This design comes from an exercise in tuning for small area on the open sky130 flow, not from production work. Function was checked by simulation only, so behaviour that the tests miss may differ from the original. The flow treats the clock pin as an ideal source, which a real chip does not have. Power and IR drop assume default switching activity.

==> inputs of run a <==
==> flow/design.v <==
module ffm_sensor_link (
    input  wire        clk,
    input  wire        rst,
    input  wire        rx_valid,
    input  wire [7:0]  rx_data,
    output wire        adc_req,
    output wire [1:0]  adc_chan,
    input  wire        adc_valid,
    input  wire [11:0] adc_data,
    output wire        tx_valid,
    output wire [7:0]  tx_data,
    input  wire        tx_ready
);
    localparam [2:0] IDLE = 3'd0;    
    localparam [2:0] ADC  = 3'd1;    
    localparam [2:0] UW   = 3'd2;    
    localparam [2:0] UR   = 3'd3;    
    localparam [2:0] BW   = 3'd4;    
    localparam [2:0] BR   = 3'd5;    
    localparam [2:0] TX   = 3'd6;    
    localparam [1:0] OP_P = 2'd0, OP_T = 2'd1, OP_V = 2'd2, OP_X = 2'd3;
    reg [2:0]  st;
    reg [4:0]  ph;       
    reg        lap2;     
    reg [1:0]  op;       
    reg        s;        
    reg [2:0]  bp;       
    reg [18:0] a0, a1;   
    reg        sd0, sd1; 
    reg [11:0] tr;       
    reg        ca, cb;   
    reg        c1;
    reg        e1, e2, c2;
    reg        f1, f2, c3;
    reg        g1, g2, g3, da, db;
    wire in_ur = (st == UR);
    wire in_br = (st == BR);
    wire is_v = op[1];
    wire is_p = ~op[1] & ~op[0];
    wire vlo  = (bp == 3'd2);
    wire vhi  = (bp == 3'd3);
    wire cklo = (bp == 3'd6);
    wire comp = is_v & (vlo | vhi | cklo);
    wire last = is_p ? (bp == 3'd3) : is_v ? (bp == 3'd7) : (bp == 3'd5);
    wire [7:0] ckhi  = {6'b111111, ~(ca & cb), ~(ca ^ cb)};
    reg  [7:0] cbyte;
    always @(*) begin
        case (bp)
            3'd0: cbyte = is_p ? 8'h04 : (is_v & s) ? 8'h08 : 8'h06;
            3'd1: cbyte = {2'b10, op, 2'b00, s, ~s};
            3'd2: cbyte = is_p ? {6'b011110, ~s, s} : {6'b000000, s, 1'b1};
            3'd3: cbyte = is_p ? ckhi : {5'b00000, s, ~s, 1'b0};
            3'd4: cbyte = is_v ? 8'h00 : {5'b01100, ~s, 1'b0, ~s};
            3'd5: cbyte = is_v ? 8'h00 : ckhi;
            default: cbyte = ckhi;
        endcase
    end
    assign adc_req  = (st == ADC);
    assign adc_chan = {s, ~s};
    assign tx_valid = (st == TX);
    assign tx_data  = comp ? tr[11:4] : cbyte;
    wire lo12 = (ph < 5'd12);
    wire g0   = ~lap2 & lo12;                                     
    wire g5   = ~lap2 & (ph >= 5'd5) & (ph <= 5'd16);             
    wire w1   = ~lap2 & (ph >= 5'd10) & (ph <= 5'd17);            
    wire w2   = lap2 ? (ph <= 5'd6) : (ph == 5'd18);              
    wire a_0 = s ? a1[0] : a0[0];
    wire a_2 = s ? a1[2] : a0[2];
    wire a_7 = s ? a1[7] : a0[7];
    wire sd  = s ? sd1 : sd0;
    wire run = in_br & comp;
    wire x0  = run & g0 & a_7;           
    wire x5  = run & g5 & a_2;           
    wire z   = x0 ^ x5 ^ c1;
    wire y   = z ^ e2 ^ c2;
    wire w   = y ^ f2 ^ c3;
    wire k5  = lap2 | (ph == 5'd12) | (ph == 5'd13);
    wire q2  = s ? g1 : k5;
    wire q8  = s & g3;
    wire q1  = w ^ q2 ^ da;
    wire v   = q1 ^ q8 ^ db;
    wire kcb = s ? (lap2 & ~ph[0])
                 : (~lap2 | (~ph[2] & ~ph[1]) | (ph[2] & ~ph[0]));
    wire ge7  = (ph >= 5'd7);
    wire u_sh = sd ? lo12 : ge7;
    wire sx   = in_ur ? (sd & a_0) : tr[4];
    wire sy   = in_ur ? ~(sd & lo12 & a_7) : v;
    wire sz   = in_ur ? (u_sh & tr[0]) : kcb;
    wire s1   = sx ^ sy ^ ca;
    wire so   = s1 ^ sz ^ cb;
    wire ca_n = (sx & sy) | (sx & ca) | (sy & ca);
    wire cb_n = (s1 & sz) | (s1 & cb) | (sz & cb);
    wire sh_v = run;
    wire sin  = (cklo & w2) ? ~so : v;
    always @(posedge clk) begin
        ph <= (ph == 5'd18) ? 5'd0 : ph + 5'd1;
        c1 <= (x0 & x5) | (x0 & c1) | (x5 & c1);
        e1 <= z; e2 <= e1; c2 <= (z & e2) | (z & c2) | (e2 & c2);
        f1 <= y; f2 <= f1; c3 <= (y & f2) | (y & c3) | (f2 & c3);
        g1 <= w; g2 <= g1; g3 <= g2;
        da <= (w & q2) | (w & da) | (q2 & da);
        db <= (q1 & q8) | (q1 & db) | (q8 & db);
        lap2 <= in_br & (lap2 | (ph == 5'd18));
        a0 <= {(in_ur & ~s) ? so : a0[0], a0[18:1]};
        a1 <= {(in_ur &  s) ? so : a1[0], a1[18:1]};
        if (st == IDLE) begin
            ca <= 1'b0;
            cb <= 1'b0;
        end else if (st == UW) begin
            ca <= 1'b1;
            cb <= 1'b0;
        end else if (in_ur || (run && cklo)) begin
            ca <= (in_ur | w2) & ca_n;
            cb <= (in_ur | w2) & cb_n;
        end
        if (st == ADC && adc_valid)
            tr <= adc_data;
        else if ((in_ur && u_sh) || sh_v)
            tr <= {sin, tr[11:1]};
        if (rst) begin
            st  <= IDLE;
            ph  <= 5'd0;
            bp  <= 3'd0;
            sd0 <= 1'b0;
            sd1 <= 1'b0;
        end else begin
            case (st)
                IDLE: if (rx_valid) begin
                    case (bp[1:0])
                        2'd0: if (rx_data == 8'h04) bp <= 3'd1;
                        2'd1: begin
                            bp <= 3'd2;
                            s  <= rx_data[1];
                            if ((rx_data[3:0] == 4'd1 || rx_data[3:0] == 4'd2) &&
                                (rx_data[7:4] == 4'h8 || rx_data[7:4] == 4'h9 || rx_data[7:4] == 4'hA))
                                op <= rx_data[5:4];
                            else
                                op <= OP_X;
                        end
                        2'd2: begin
                            bp <= 3'd3;
                            if (rx_data != {2'b01, ~op, 2'b10, ~s, s})
                                op <= OP_X;
                        end
                        default: begin
                            bp <= 3'd0;
                            if (rx_data == 8'hFF && op != OP_X)
                                st <= (op == OP_V) ? ADC : TX;
                        end
                    endcase
                end
                ADC: if (adc_valid) st <= UW;
                UW: if (ph == 5'd18) st <= UR;
                UR: if (ph == 5'd18) begin
                    st <= TX;
                    if (s) sd1 <= 1'b1; else sd0 <= 1'b1;
                end
                BW: if (!comp) st <= TX;
                else if (ph == 5'd18) st <= BR;
                BR: if (vlo ? (!lap2 && ph == 5'd17) : (lap2 && ph == 5'd6))
                    st <= TX;
                TX: if (tx_ready) begin
                    if (last) begin
                        st <= IDLE;
                        bp <= 3'd0;
                    end else begin
                        bp <= {bp[2:1], bp[0]} + 3'd1 | {1'b0, is_v & ~s & vhi, 1'b0};
                        st <= BW;
                    end
                end
                default: st <= IDLE;
            endcase
        end
    end
endmodule
==> flow/flow/run.sh <==
#!/bin/bash
# Own flow: the standard layout (standard.sh), with these changes:
#  - synthesis (flow/synth.tcl) is the standard synthesis except for the
#    ABC mapping step, which tries the area-oriented scripts flow/*.abc and
#    keeps the smallest result, and ORFS's adder extraction is off; the
#    registers are mapped exactly as in the standard synthesis;
#  - port buffers are sky130_fd_sc_hd__buf_1 instead of the default pick;
#  - the clock tree is built from sky130_fd_sc_hd__clkbuf_4 without dummy
#    loads; flow/post_cts.tcl then swaps any clkbuf_4 that drives 12 or more
#    clock pins for a clkbuf_8 (clock-pin slew).
# make's full output goes to flow_make.log in the work folder; ORFS's
# per-step logs stay under orfs/logs/.
set -euo pipefail
W=$(pwd)
export FLOW_WORK="$W"
bash standard.sh \
  SYNTH_SCRIPT="$W/flow/synth.tcl" \
  ADDER_MAP_FILE= \
  "BUFFER_PORTS_ARGS=-buffer_cell sky130_fd_sc_hd__buf_1" \
  "CTS_ARGS=-sink_clustering_enable -repair_clock_nets -buf_list sky130_fd_sc_hd__clkbuf_4 -dont_use_dummy_load" \
  "POST_CTS_TCL=$W/flow/post_cts.tcl" \
  finish > "$W/flow_make.log" 2>&1
==> flow/flow/amap.abc <==
strash
&get -n
&fraig -x
&put
scorr
dc2
strash
dch -f
amap
==> flow/flow/deep.abc <==
strash
&get -n
&fraig -x
&put
scorr
dc2
strash
&get -n
&deepsyn -T 30
&put
strash
&get -n
&dch -f
&nf -R 1000 -p -a
&put
strash
dch -f
amap
==> flow/flow/deep_s1.abc <==
strash
&get -n
&fraig -x
&put
scorr
dc2
strash
&get -n
&deepsyn -T 30 -S 1
&put
strash
&get -n
&dch -f
&nf -R 1000 -p -a
&put
strash
dch -f
amap
==> flow/flow/deep_s2.abc <==
strash
&get -n
&fraig -x
&put
scorr
dc2
strash
&get -n
&deepsyn -T 30 -S 2
&put
strash
&get -n
&dch -f
&nf -R 1000 -p -a
&put
strash
dch -f
amap
==> flow/flow/deepnf.abc <==
strash
&get -n
&fraig -x
&put
scorr
dc2
strash
&get -n
&deepsyn -T 20
&put
strash
&get -n
&dch -f
&nf -R 1000 -p -a
&put
==> flow/flow/nf.abc <==
strash
&get -n
&fraig -x
&put
scorr
dc2
strash
&get -n
&dch -f
&nf -R 1000 -p -a
&put
strash
dc2
&get -n
&dch -f
&nf -R 1000 -p -a
&put
==> flow/flow/post_cts.tcl <==
# After clock tree synthesis: a clkbuf_4 that drives 12 or more clock pins
# is swapped for a clkbuf_8 so the flip-flop clock-pin slew stays low, then
# the placement is legalized again.
set block [ord::get_db_block]
set changed 0
foreach inst [$block getInsts] {
  if {[[$inst getMaster] getName] ne "sky130_fd_sc_hd__clkbuf_4"} { continue }
  set out [$inst findITerm X]
  set net [$out getNet]
  if {$net eq "NULL"} { continue }
  set fo [expr {[llength [$net getITerms]] - 1}]
  if {$fo >= 12} {
    replace_cell [$inst getName] sky130_fd_sc_hd__clkbuf_8
    incr changed
  }
}
puts "post_cts: upsized $changed clock buffers"
if {$changed} {
  detailed_placement
  check_placement -verbose
}
==> flow/flow/synth.tcl <==
# The standard synthesis (synth_recipe.tcl in the work folder); only its
# ABC mapping step differs: the logic is mapped with each of a few
# area-oriented ABC scripts (flow/*.abc) and the smallest result is kept.
# Registers are mapped before this step, exactly as in the standard
# synthesis.
proc abc {args} {
  set i [lsearch $args -script]
  if {$i < 0} { yosys abc {*}$args; return }
  design -save pre_abc
  set best ""
  set best_area 0
  foreach script [lsort [glob $::env(FLOW_WORK)/flow/*.abc]] {
    design -load pre_abc
    lset args [expr {$i + 1}] $script
    if {[catch {yosys abc {*}$args} err]} {
      puts "abc with [file tail $script] failed: $err"
      continue
    }
    set out [tee -q -s result.string stat {*}$::lib_args]
    if {![regexp {Chip area for module[^:]*:\s*([0-9.]+)} $out -> area]} { continue }
    puts "abc with [file tail $script]: area $area"
    if {$best eq "" || $area < $best_area} {
      set best $script
      set best_area $area
      design -save best_abc
    }
  }
  if {$best eq ""} { error "no ABC script succeeded" }
  puts "abc: keeping [file tail $best] (area $best_area)"
  design -load best_abc
}
source $::env(FLOW_WORK)/synth_recipe.tcl
==> flow/standard.sh <==
#!/bin/bash
# synth_recipe.tcl (not shown) runs the flow's synth.tcl, then flattens the netlist and writes it again
# the make line also repeats each setting of config.mk as NAME=value (left out here)
make -C /OpenROAD-flow-scripts/flow DESIGN_CONFIG=/design/flow/config.mk WORK_HOME=/design/flow/orfs CLKGATE_MAP_FILE= SYNTH_SCRIPT=/design/flow/synth_recipe.tcl "${@:-finish}"
==> flow/config.mk <==
export PLATFORM = sky130hd
export DESIGN_NAME = ffm_sensor_link
export DESIGN_NICKNAME = ffm_sensor_link
export VERILOG_FILES = /design/flow/design.v
export SDC_FILE = /design/flow/constraint.sdc
export NUM_CORES = 4
export LEC_CHECK = 0
export CAP_MARGIN = 20
export CORE_MARGIN = 2
export CORE_UTILIZATION = 70
export SLEW_MARGIN = 20
==> flow/constraint.sdc <==
create_clock -name core_clock -period 20.0 [get_ports {clk}]
set_input_delay 4.0000 -clock core_clock [delete_from_list [all_inputs] [get_ports {clk}]]
set_output_delay 4.0000 -clock core_clock [all_outputs]
set_load 0.01 [all_outputs]
==> run b (differences from run a) <==
--- a/flow/design.v
+++ b/flow/design.v
@@ -59,5 +59,5 @@
     assign adc_chan = {s, ~s};
     assign tx_valid = (st == TX);
-    assign tx_data  = comp ? tr[11:4] : cbyte;
+    assign tx_data  = tr[11:4];
     wire lo12 = (ph < 5'd12);
     wire g0   = ~lap2 & lo12;                                     
@@ -91,6 +91,7 @@
     wire ca_n = (sx & sy) | (sx & ca) | (sy & ca);
     wire cb_n = (s1 & sz) | (s1 & cb) | (sz & cb);
-    wire sh_v = run;
-    wire sin  = (cklo & w2) ? ~so : v;
+    wire sh_v = in_br;
+    wire cbit = cbyte[ph[2:0] + 3'd6];   
+    wire sin  = ~comp ? cbit : (cklo & w2) ? ~so : v;
     always @(posedge clk) begin
         ph <= (ph == 5'd18) ? 5'd0 : ph + 5'd1;
@@ -146,5 +147,5 @@
                             bp <= 3'd0;
                             if (rx_data == 8'hFF && op != OP_X)
-                                st <= (op == OP_V) ? ADC : TX;
+                                st <= (op == OP_V) ? ADC : BW;
                         end
                     endcase
@@ -153,10 +154,9 @@
                 UW: if (ph == 5'd18) st <= UR;
                 UR: if (ph == 5'd18) begin
-                    st <= TX;
+                    st <= BR;
                     if (s) sd1 <= 1'b1; else sd0 <= 1'b1;
                 end
-                BW: if (!comp) st <= TX;
-                else if (ph == 5'd18) st <= BR;
-                BR: if (vlo ? (!lap2 && ph == 5'd17) : (lap2 && ph == 5'd6))
+                BW: if (ph == 5'd18) st <= BR;
+                BR: if ((vlo | ~comp) ? (!lap2 && ph == 5'd17) : (lap2 && ph == 5'd6))
                     st <= TX;
                 TX: if (tx_ready) begin
==> summary of the runs <==
- Run b went through all stages and came out clean. Run a went through all stages and came out clean.
- Power: run a is larger than run b (36%).
- Critical path depth: run a is higher than run b (8).
- Between run a and run b, the lower sequential share of layout area is in run a (gap 0.22 points).
- In run b the die area is larger than in run a, by about 1.4%.
- Against run a, the first-iteration DRC count of run b is larger by about 28%.
- Routed wire length: run a is higher than run b (2.8%).
- In run a the clock power is larger than in run b, by about 0.8%.
- In run b the fmax is larger than in run a, by about 11%.
- In non-clock buffer count, run b and run a do not differ.
- In combinational power, run a is at 7.4 times the value of run b.
- Of run b and run a, run a has the higher via count (gap about 0.7%, measured against run a).
==> figures <==
Clock network share of area: run b 0.0239; run a 0.0238
Status: run b no timing/DRC/antenna violations; run a no timing/DRC/antenna violations
Syn avg cell area: run b 9.26 µm²; run a 9.09 µm²
Die area: run b 5030 µm²; run a 4960 µm²
Maximum number of pins on one net before global-route repair: run b 19; run a 21
Clock slew at the register clock pins of the worst setup and hold paths: run b 0.10 ns; run a 0.11 ns
Max-Slew Margin vs Limit: run b 0.562; run a 0.571
Slew at the pin closest to its max-slew limit: run b 0.657 ns; run a 0.642 ns
First-pass GRT wire length: run b 11,500 µm; run a 11,900 µm
Maximum clock frequency: run b 0.167 GHz; run a 0.150 GHz
Seq group: run b 167 µW; run a 200 µW
Part of the total power dissipated in sequential elements: run b 0.675; run a 0.594
DR pass1 iterations: run b 8; run a 5
Clock power frac: run b 0.290; run a 0.214
Count of unique library cells instantiated by Yosys: run b 38; run a 37
Endpoint, Worst Hold: run b a0[9]; run a g3
Total internal power: run b 195 µW; run a 235 µW
Syn Std Cell Area: run b 3140 µm²; run a 3090 µm²
Via density: run b 6.24; run a 6.16
Reg-to-Reg Start: run b s; run a op[1]
Area of the placeable core: run b 4320 µm²; run a 4290 µm²
Comb. pwr: run b 8.71 µW; run a 64.6 µW
Fraction of area in registers: run b 0.529; run a 0.527

-- afterwards: timing with drivers on the ports --
In the flow no input, the clock included, has a driving cell. The finished layouts below were timed again as built, in two steps. Step 1, drivers: a clkbuf_16 drives clk and a buf_2 each remaining input, both assumed. Step 2 times the ports against the registers' clock, not the clock port: input delays grow and output delays shrink by t, the midpoint of the rising clock arrivals with the driver on. Slacks: ideal / step 1 / step 2; pairs: ideal / step 1.
| run | shift t [ns] | slack for setup (ns) | worst register clock-pin slew, ns |
|---|---|---|---|
| run a | 0.434 | 13.354 / 13.329 / 13.763 | 0.11 / 0.11 |
| run b | 0.430 | 14.006 / 13.981 / 14.411 | 0.10 / 0.10 |
After both steps setup and hold are still met in every run listed.
